Background: an optimization exercise with open tools, aiming at small area and few clock cycles. Do not read the settings as production practice. The RTL of this run was laid out without a check of its function. No activity file was given, so power comes from the tool's default toggle rates.

**design/flow/design.v**
```verilog
module fshv (
    input  wire        clk,
    input  wire        rst,
    input  wire        cmd_valid,
    input  wire [7:0]  cmd,
    output wire        cmd_ready,
    input  wire [15:0] store_len,
    output reg         rd_req,
    output reg  [15:0] rd_addr,
    input  wire        rd_ack,
    input  wire [7:0]  rd_data,
    output reg         out_valid,
    output reg  [2:0]  out_kind,
    output reg  [7:0]  out_class,
    output reg  [7:0]  out_id,
    output reg  [15:0] out_len,
    output reg  [15:0] out_pos,
    output reg  [15:0] out_expected,
    output reg  [15:0] out_got,
    output reg  [15:0] cursor,
    output reg         commit_valid,
    output reg  [15:0] commit_count,
    output reg         err_illegal_cmd,
    output reg         err_cursor
);
    localparam [7:0]  P_SYNC1   = 8'hB5;
    localparam [7:0]  P_SYNC2   = 8'h62;
    localparam [15:0] P_MAX_LEN = 16'd1240;
    localparam [7:0] CMD_SCAN   = 8'h01;
    localparam [7:0] CMD_COMMIT = 8'h02;
    localparam [2:0] K_NONE     = 3'd0;
    localparam [2:0] K_FRAME_OK = 3'd1;
    localparam [2:0] K_CK_MIS   = 3'd2;
    localparam [2:0] K_NEED     = 3'd3;
    localparam [2:0] K_HOST_ERR = 3'd4;
    localparam [3:0] S_IDLE    = 4'd0;
    localparam [3:0] S_SEARCH  = 4'd1;
    localparam [3:0] S_SYNC2   = 4'd2;
    localparam [3:0] S_HDR     = 4'd3;
    localparam [3:0] S_LENCHK  = 4'd4;
    localparam [3:0] S_PAYLOAD = 4'd5;
    localparam [3:0] S_CKA     = 4'd6;
    localparam [3:0] S_CKB     = 4'd7;
    reg [3:0]  state;
    reg [15:0] L;         
    reg [15:0] m;         
    reg [1:0]  h;         
    reg [7:0]  cls;
    reg [7:0]  id;
    reg [7:0]  len_lo;
    reg [15:0] len;
    reg [15:0] k;         
    reg [7:0]  rx_a;
    reg [7:0]  ck_a;
    reg [7:0]  ck_b;
    assign cmd_ready = !rst && (state == S_IDLE);
    wire [17:0] avail = {2'b00, L} - {2'b00, m};
    wire [17:0] need  = 18'd8 + {2'b00, len};
    wire [7:0] ck_a_next = ck_a + rd_data;
    wire [7:0] ck_b_next = ck_b + ck_a_next;
    always @* begin
        rd_req  = 1'b0;
        rd_addr = 16'd0;
        case (state)
            S_SEARCH:  if (cursor < L)      begin rd_req = 1'b1; rd_addr = cursor;         end
            S_SYNC2:   if (avail >= 18'd2)  begin rd_req = 1'b1; rd_addr = m + 16'd1;      end
            S_HDR:     if (avail >= 18'd6)  begin rd_req = 1'b1; rd_addr = m + 16'd2 + {14'd0, h}; end
            S_PAYLOAD:                      begin rd_req = 1'b1; rd_addr = m + 16'd6 + k;  end
            S_CKA:                          begin rd_req = 1'b1; rd_addr = m + 16'd6 + len; end
            S_CKB:                          begin rd_req = 1'b1; rd_addr = m + 16'd7 + len; end
            default: ;
        endcase
    end
    reg        fin;
    reg [2:0]  fin_kind;
    reg [15:0] fin_cursor;
    always @* begin
        fin        = 1'b0;
        fin_kind   = K_NEED;
        fin_cursor = cursor;
        case (state)
            S_SEARCH: if (cursor == L) begin
                fin = 1'b1; fin_cursor = L;
            end
            S_SYNC2: if (avail < 18'd2) begin
                fin = 1'b1; fin_cursor = m;
            end
            S_HDR: if (avail < 18'd6) begin
                fin = 1'b1; fin_cursor = m;
            end
            S_LENCHK: if (len <= P_MAX_LEN && avail < need) begin
                fin = 1'b1; fin_cursor = m;
            end
            S_CKB: if (rd_ack) begin
                fin = 1'b1;
                if (rx_a == ck_a && rd_data == ck_b) begin
                    fin_kind   = K_FRAME_OK;
                    fin_cursor = m + 16'd8 + len;
                end else begin
                    fin_kind   = K_CK_MIS;
                    fin_cursor = m + 16'd2;
                end
            end
            default: ;
        endcase
    end
    always @(posedge clk) begin
        if (rst) begin
            state           <= S_IDLE;
            L               <= 16'd0;
            m               <= 16'd0;
            h               <= 2'd0;
            cls             <= 8'd0;
            id              <= 8'd0;
            len_lo          <= 8'd0;
            len             <= 16'd0;
            k               <= 16'd0;
            rx_a            <= 8'd0;
            ck_a            <= 8'd0;
            ck_b            <= 8'd0;
            cursor          <= 16'd0;
            out_valid       <= 1'b0;
            out_kind        <= K_NONE;
            out_class       <= 8'd0;
            out_id          <= 8'd0;
            out_len         <= 16'd0;
            out_pos         <= 16'd0;
            out_expected    <= 16'd0;
            out_got         <= 16'd0;
            commit_valid    <= 1'b0;
            commit_count    <= 16'd0;
            err_illegal_cmd <= 1'b0;
            err_cursor      <= 1'b0;
        end else begin
            commit_valid <= 1'b0;
            case (state)
                S_IDLE: if (cmd_valid) begin
                    case (cmd)
                        CMD_SCAN: begin
                            L <= store_len;
                            if (cursor > store_len) begin
                                err_cursor   <= 1'b1;
                                out_valid    <= 1'b1;
                                out_kind     <= K_HOST_ERR;
                                out_class    <= 8'd0;
                                out_id       <= 8'd0;
                                out_len      <= 16'd0;
                                out_pos      <= 16'd0;
                                out_expected <= 16'd0;
                                out_got      <= 16'd0;
                            end else begin
                                out_valid <= 1'b0;
                                state     <= S_SEARCH;
                            end
                        end
                        CMD_COMMIT: begin
                            commit_count <= cursor;
                            commit_valid <= 1'b1;
                            cursor       <= 16'd0;
                            out_valid    <= 1'b0;
                            out_kind     <= K_NONE;
                            out_class    <= 8'd0;
                            out_id       <= 8'd0;
                            out_len      <= 16'd0;
                            out_pos      <= 16'd0;
                            out_expected <= 16'd0;
                            out_got      <= 16'd0;
                        end
                        default: err_illegal_cmd <= 1'b1;
                    endcase
                end
                S_SEARCH: if (!fin && rd_ack) begin
                    if (rd_data == P_SYNC1) begin
                        m     <= cursor;
                        state <= S_SYNC2;
                    end else begin
                        cursor <= cursor + 16'd1;
                    end
                end
                S_SYNC2: if (!fin && rd_ack) begin
                    if (rd_data != P_SYNC2) begin
                        cursor <= m + 16'd2;
                        state  <= S_SEARCH;
                    end else begin
                        h     <= 2'd0;
                        ck_a  <= 8'd0;
                        ck_b  <= 8'd0;
                        state <= S_HDR;
                    end
                end
                S_HDR: if (!fin && rd_ack) begin
                    ck_a <= ck_a_next;
                    ck_b <= ck_b_next;
                    case (h)
                        2'd0: cls    <= rd_data;
                        2'd1: id     <= rd_data;
                        2'd2: len_lo <= rd_data;
                        2'd3: len    <= {rd_data, len_lo};
                    endcase
                    if (h == 2'd3) state <= S_LENCHK;
                    else           h     <= h + 2'd1;
                end
                S_LENCHK: begin
                    if (len > P_MAX_LEN) begin
                        cursor <= m + 16'd2;
                        state  <= S_SEARCH;
                    end else if (!fin) begin
                        if (len == 16'd0) begin
                            state <= S_CKA;
                        end else begin
                            k     <= 16'd0;
                            state <= S_PAYLOAD;
                        end
                    end
                end
                S_PAYLOAD: if (rd_ack) begin
                    ck_a <= ck_a_next;
                    ck_b <= ck_b_next;
                    if ({1'b0, k} + 17'd1 == {1'b0, len}) state <= S_CKA;
                    else                                  k     <= k + 16'd1;
                end
                S_CKA: if (rd_ack) begin
                    rx_a  <= rd_data;
                    state <= S_CKB;
                end
                S_CKB: ;    
                default: state <= S_IDLE;
            endcase
            if (fin) begin
                cursor    <= fin_cursor;
                out_valid <= 1'b1;
                out_kind  <= fin_kind;
                state     <= S_IDLE;
                if (fin_kind == K_NEED) begin
                    out_class    <= 8'd0;
                    out_id       <= 8'd0;
                    out_len      <= 16'd0;
                    out_pos      <= 16'd0;
                    out_expected <= 16'd0;
                    out_got      <= 16'd0;
                end else begin
                    out_class    <= cls;
                    out_id       <= id;
                    out_len      <= len;
                    out_pos      <= m;
                    out_expected <= (fin_kind == K_FRAME_OK) ? {ck_b, ck_a} : {rd_data, rx_a};
                    out_got      <= {ck_b, ck_a};
                end
            end
        end
    end
endmodule
```
**design/flow/run.sh**
```bash
#!/bin/bash
# synth_recipe.tcl (not shown) runs the flow's synth.tcl, then flattens the netlist and writes it again
# the make line also repeats each setting of config.mk as NAME=value (left out here)
make -C /OpenROAD-flow-scripts/flow DESIGN_CONFIG=/design/flow/config.mk WORK_HOME=/design/flow/orfs CLKGATE_MAP_FILE= SYNTH_SCRIPT=/design/flow/synth_recipe.tcl finish
```
**design/flow/constraint.sdc**
```tcl
create_clock -name core_clock -period 10.0 [get_ports {clk}]
set_input_delay 2.0000 -clock core_clock [delete_from_list [all_inputs] [get_ports {clk}]]
set_output_delay 2.0000 -clock core_clock [all_outputs]
set_load 0.01 [all_outputs]
```
**design/flow/config.mk**
```make
export PLATFORM = sky130hd
export DESIGN_NAME = fshv
export DESIGN_NICKNAME = fshv
export VERILOG_FILES = /design/flow/design.v
export SDC_FILE = /design/flow/constraint.sdc
export NUM_CORES = 4
export LEC_CHECK = 0
export CAP_MARGIN = 20
export CORE_MARGIN = 2
export CORE_UTILIZATION = 40
export SLEW_MARGIN = 20
```
==> key figures <==
Outcome
  • Status: timing/DRC/antenna clean

Worst hold path
  • Hold Path Depth: 2
  • Worst Hold End: out_class[3]
  • Worst min path class: flop to flop
  • Min-delay src: cls[3]

Clock network
  • Buffer depth of the longest clock path: 3
  • Clk pin slew, worst setup/hold paths: 0.06 ns
  • H-tree depth: 1
  • Worst skew pair latency: 0.58 ns
  • Post-CTS Setup Inserts: 0
  • CTS root buffer: clkbuf_16
  • CTS Hold Bufs: 0
  • Clock tree from TritonCTS: built
  • Total CTS buffers: 28
  • Resize count post-CTS: 0
  • Clock sinks: 236

Timing
  • Setup TNS: 0 ns
  • F_max: 134 MHz
  • Min Hold Slack: 0.452 ns
  • Final worst setup slack: 2.53 ns
  • Max Slew Vio Count: 0
  • Final setup fails: 0
  • Final Hold Fails: 0
  • Clock skew: 0.00839 ns
  • Post-layout min period: 7.47 ns
  • Period Utilization, post-route: 74.7%
  • RSZ-0062 raised after global routing: false
  • Slew margin rel.: 25.8%
  • Worst Max-Slew Pin Slew: 1.11 ns

Placement
  • Place WS: 2.95 ns
  • Hpwl dp: 50000 um
  • Input/output buffers: 172
  • GPL Wtd Cong: 0.992

Die
  • DIE WIDTH: 213 um
  • Die H: 213 um
  • Floorplan row count: 76
  • Die ar.: 45200 um2
  • Initial Utilization: 40.5%
  • Floorplan core area: 43100 um2
  • Num ports: 173

Yosys
  • Share of the synthesized area in the top cell type: 27.1%
  • Synthesis-stage register bit count: 236
  • Ys flop type: dfxtp_1
  • YS warnings: 1
  • Asr flop ratio synth: 0%
  • Post-synth EDFFs: 0
  • Most area-hungry cell type in the Yosys netlist: dfxtp_1
  • Synthesized net count: 2442
  • Distinct cell type count after synthesis: 89
  • Synth Cell Area: 17400 um2
  • Post-synthesis cell count: 2258
  • Synth top area cells: dfxtp_1 27%, ha_1 10%, a21oi_1 6.9%
  • Avg Cell Area, Syn: 7.72 um2
  • Seq/Total Area, Yosys: 27.1%

Global routing
  • All-Layer GR Usage: 29.3%
  • First-pass GRT wire length: 103000 um
  • Largest net degree at the start of global routing: 96
  • Gr ovfl total: 0
  • Vias in the first global route: 16900
  • Antenna violations before repair: 0

Routing
  • Wirelength per Cell: 23.1 um
  • Vias: 17700
  • Drt total wl: 67800 um
  • Vias per cell: 6.05
  • DR iter-0 viols: 1626
  • Drc violations: 0
  • Drt first pass iters: 8
  • Post-route antenna net violation count: 0

Power
  • Peak VDD IR: 0.124 mV
  • Leak pwr: 7.38 nW
  • Power density over the cells: 112 nW/um2
  • PnR Total Power: 2.30 mW

Flow run
  • Max Cap Viol: 0

Critical path
  • Top fanout value on the critical path: 17
  • Capturing point of the worst reg2reg path: k[9]
  • Nature of the critical path startpoint: flop
  • R2R depth: 16
  • Worst Setup End Kind: output pin
  • R2r setup slk: 4.10 ns
  • Worst Path Required: 8.00 ns
  • R2r startpoint: m[1]
  • CP arrival: 5.47 ns
  • Crit path kind: flop to output pin

Cells and area
  • Area grow syn2layout: 17.4%
  • Antenna diodes: 0
  • Share of layout cells above drive strength 1: 6.01%
  • Core Util, Final: 47.5%
  • Layout Nets: 2512
[cell usage in the layout (no fill, tap or decap), types with 11 or more instances in the layout]
| master | netlist | layout |
|---|---|---|
| o21ai_0 | 91 | 91 |
| nand2b_1 | 11 | 11 |
| a21oi_1 | 241 | 240 |
| inv_1 | 116 | 116 |
| nor3_1 | 34 | 33 |
| nand2_1 | 268 | 268 |
| o221ai_1 | 11 | 11 |
| clkbuf_16 | 0 | 28 |
| and3_1 | 20 | 20 |
| clkdlybuf4s50_1 | 0 | 171 |
| ha_1 | 141 | 141 |
| a22oi_1 | 28 | 28 |
| o32ai_1 | 20 | 20 |
| mux2i_1 | 62 | 62 |
| xor2_1 | 43 | 43 |
| buf_4 | 4 | 36 |
| nor4_1 | 21 | 20 |
| a211oi_1 | 21 | 21 |
| xnor2_1 | 121 | 121 |
| dfxtp_1 | 236 | 236 |
| or3_1 | 17 | 17 |
| a222oi_1 | 12 | 12 |
| o211ai_1 | 13 | 13 |
| nand3_1 | 65 | 65 |
| nand4_1 | 116 | 116 |
| nor2_1 | 150 | 148 |
| a21o_1 | 30 | 30 |
| o21a_1 | 11 | 11 |
| nor2b_1 | 11 | 11 |
[metal layers]
metal,part of all wire [%],routed length [um],vias up,global-route usage [%]
met3,8.7,5920,111,6.13
li1,-,-,8272,-
met2,43,29400,779,44.9
met1,44,30000,8587,40.6
met5,0,0,-,0
met4,3.7,2500,0,10.6
[stage by stage]
stage,cell area [um2],std cells
global placement,19500,2882
finish,20500,2933
floorplan,17400,2258
detailed placement,19500,2882
CTS,20400,2932
global route,20500,2933
[worst max path at each step]
stage | start | end
CTS | state[0] | rd_addr[12]
global placement | state[0] | rd_addr[12]
finish | m[1] | rd_addr[1]
detailed placement | state[0] | rd_addr[12]
global route | m[1] | rd_addr[1]
floorplan | m[7] | rd_addr[3]
[worst max-delay path, stage by stage, from the launching register on]
cell and delay (ns):
dfxtp_1 0.63, inv_1 0.39, fa_1 0.55, a211oi_2 0.39
o21ai_0 0.22, a211oi_1 0.40, xnor2_1 0.16, a311oi_1 0.26
nor4b_2 0.28, buf_4 0.28, a31o_2 0.42, o221ai_1 0.33
clkdlybuf4s50_1 0.57
[sequential cells by signal, indices dropped and copies added (netlist names), 16 cells and up]
name and cells:
L 16, commit_count 16, cursor 16, k 16
len 16, m 16, out_expected 16, out_got 16
out_len 16, out_pos 16
[logic make-up after synthesis]
| family | after synthesis | synth area share, % |
|---|---|---|
| XOR/XNOR | 164 | 8.24 |
| multiplexers | 72 | 4.21 |
| buffers and inverters | 287 | 6.47 |
| AND/OR/NAND/NOR | 762 | 21.3 |
| AO/OA/AOI/OAI | 589 | 21.8 |
| adder cells (fa/ha/maj) | 148 | 10.9 |
| flip-flops | 236 | 27.1 |
[cell usage after synthesis, drive strengths merged, types with 5 or more instances]
cell type,number
nand2,269
a21oi,242
dfxtp,236
nor2,150
clkbuf,141
ha,141
xnor2,121
nand4,117
inv,116
o21ai,93
nand3,65
mux2i,62
xor2,43
nor3,35
a21o,30
a211oi,28
a22oi,28
buf,28
nor4,23
and3,20
o32ai,20
or3,17
o211ai,13
a222oi,12
nand2b,11
nor2b,11
o21a,11
o221ai,11
a31oi,10
mux2,10
o21bai,10
o31ai,10
or2,9
a21boi,7
a31o,7
fa,7
o22ai,7
a2111oi,6
a221oi,6
and2,6
o2111ai,6
a211o,5
and4,5
nand3b,5
[report_power, final]
group | internal [mW] | switching (mW) | leakage, nW
combinational | 0.0999 | 0.157 | 5.01
sequential | 0.952 | 0.0378 | 1.90
clock | 0.617 | 0.434 | 0.470
[area by class of cell]
class                      instances  area, um2
fill                            4247      22600
tap                              585        732
multi-input combinational       1735      11600
timing repair buffer             209       2010
inverter                         118        443
clock buffer                      38        808
clock inverter                    12        138
sequential                       236       4720

==> static timing again, ports no longer ideal <==
The flow's constraints put no driver on any port. The routed layout listed below was extracted and timed again, unchanged, in two steps. Step 1: set_driving_cell puts a clkbuf_16 on clk and a buf_2 on each other input, an assumption about the parent block. Step 2 moves the port delays by t, midway between the first and last clock arrival at a register: inputs arrive t later, outputs are due t later. That takes back most of the time a late clock gives input paths. a / b / c = ideal / step 1 / step 2; a / b = the first two.
shift t [ns]: 0.636
setup WS [ns]: 2.527 / 2.467 / 3.103
latest minus earliest clock arrival (ns): 0.008 / 0.008
After both steps setup and hold are still met in this run. The setup slack of this run moves by -0.060 ns with the drivers and by +0.576 ns with both steps.
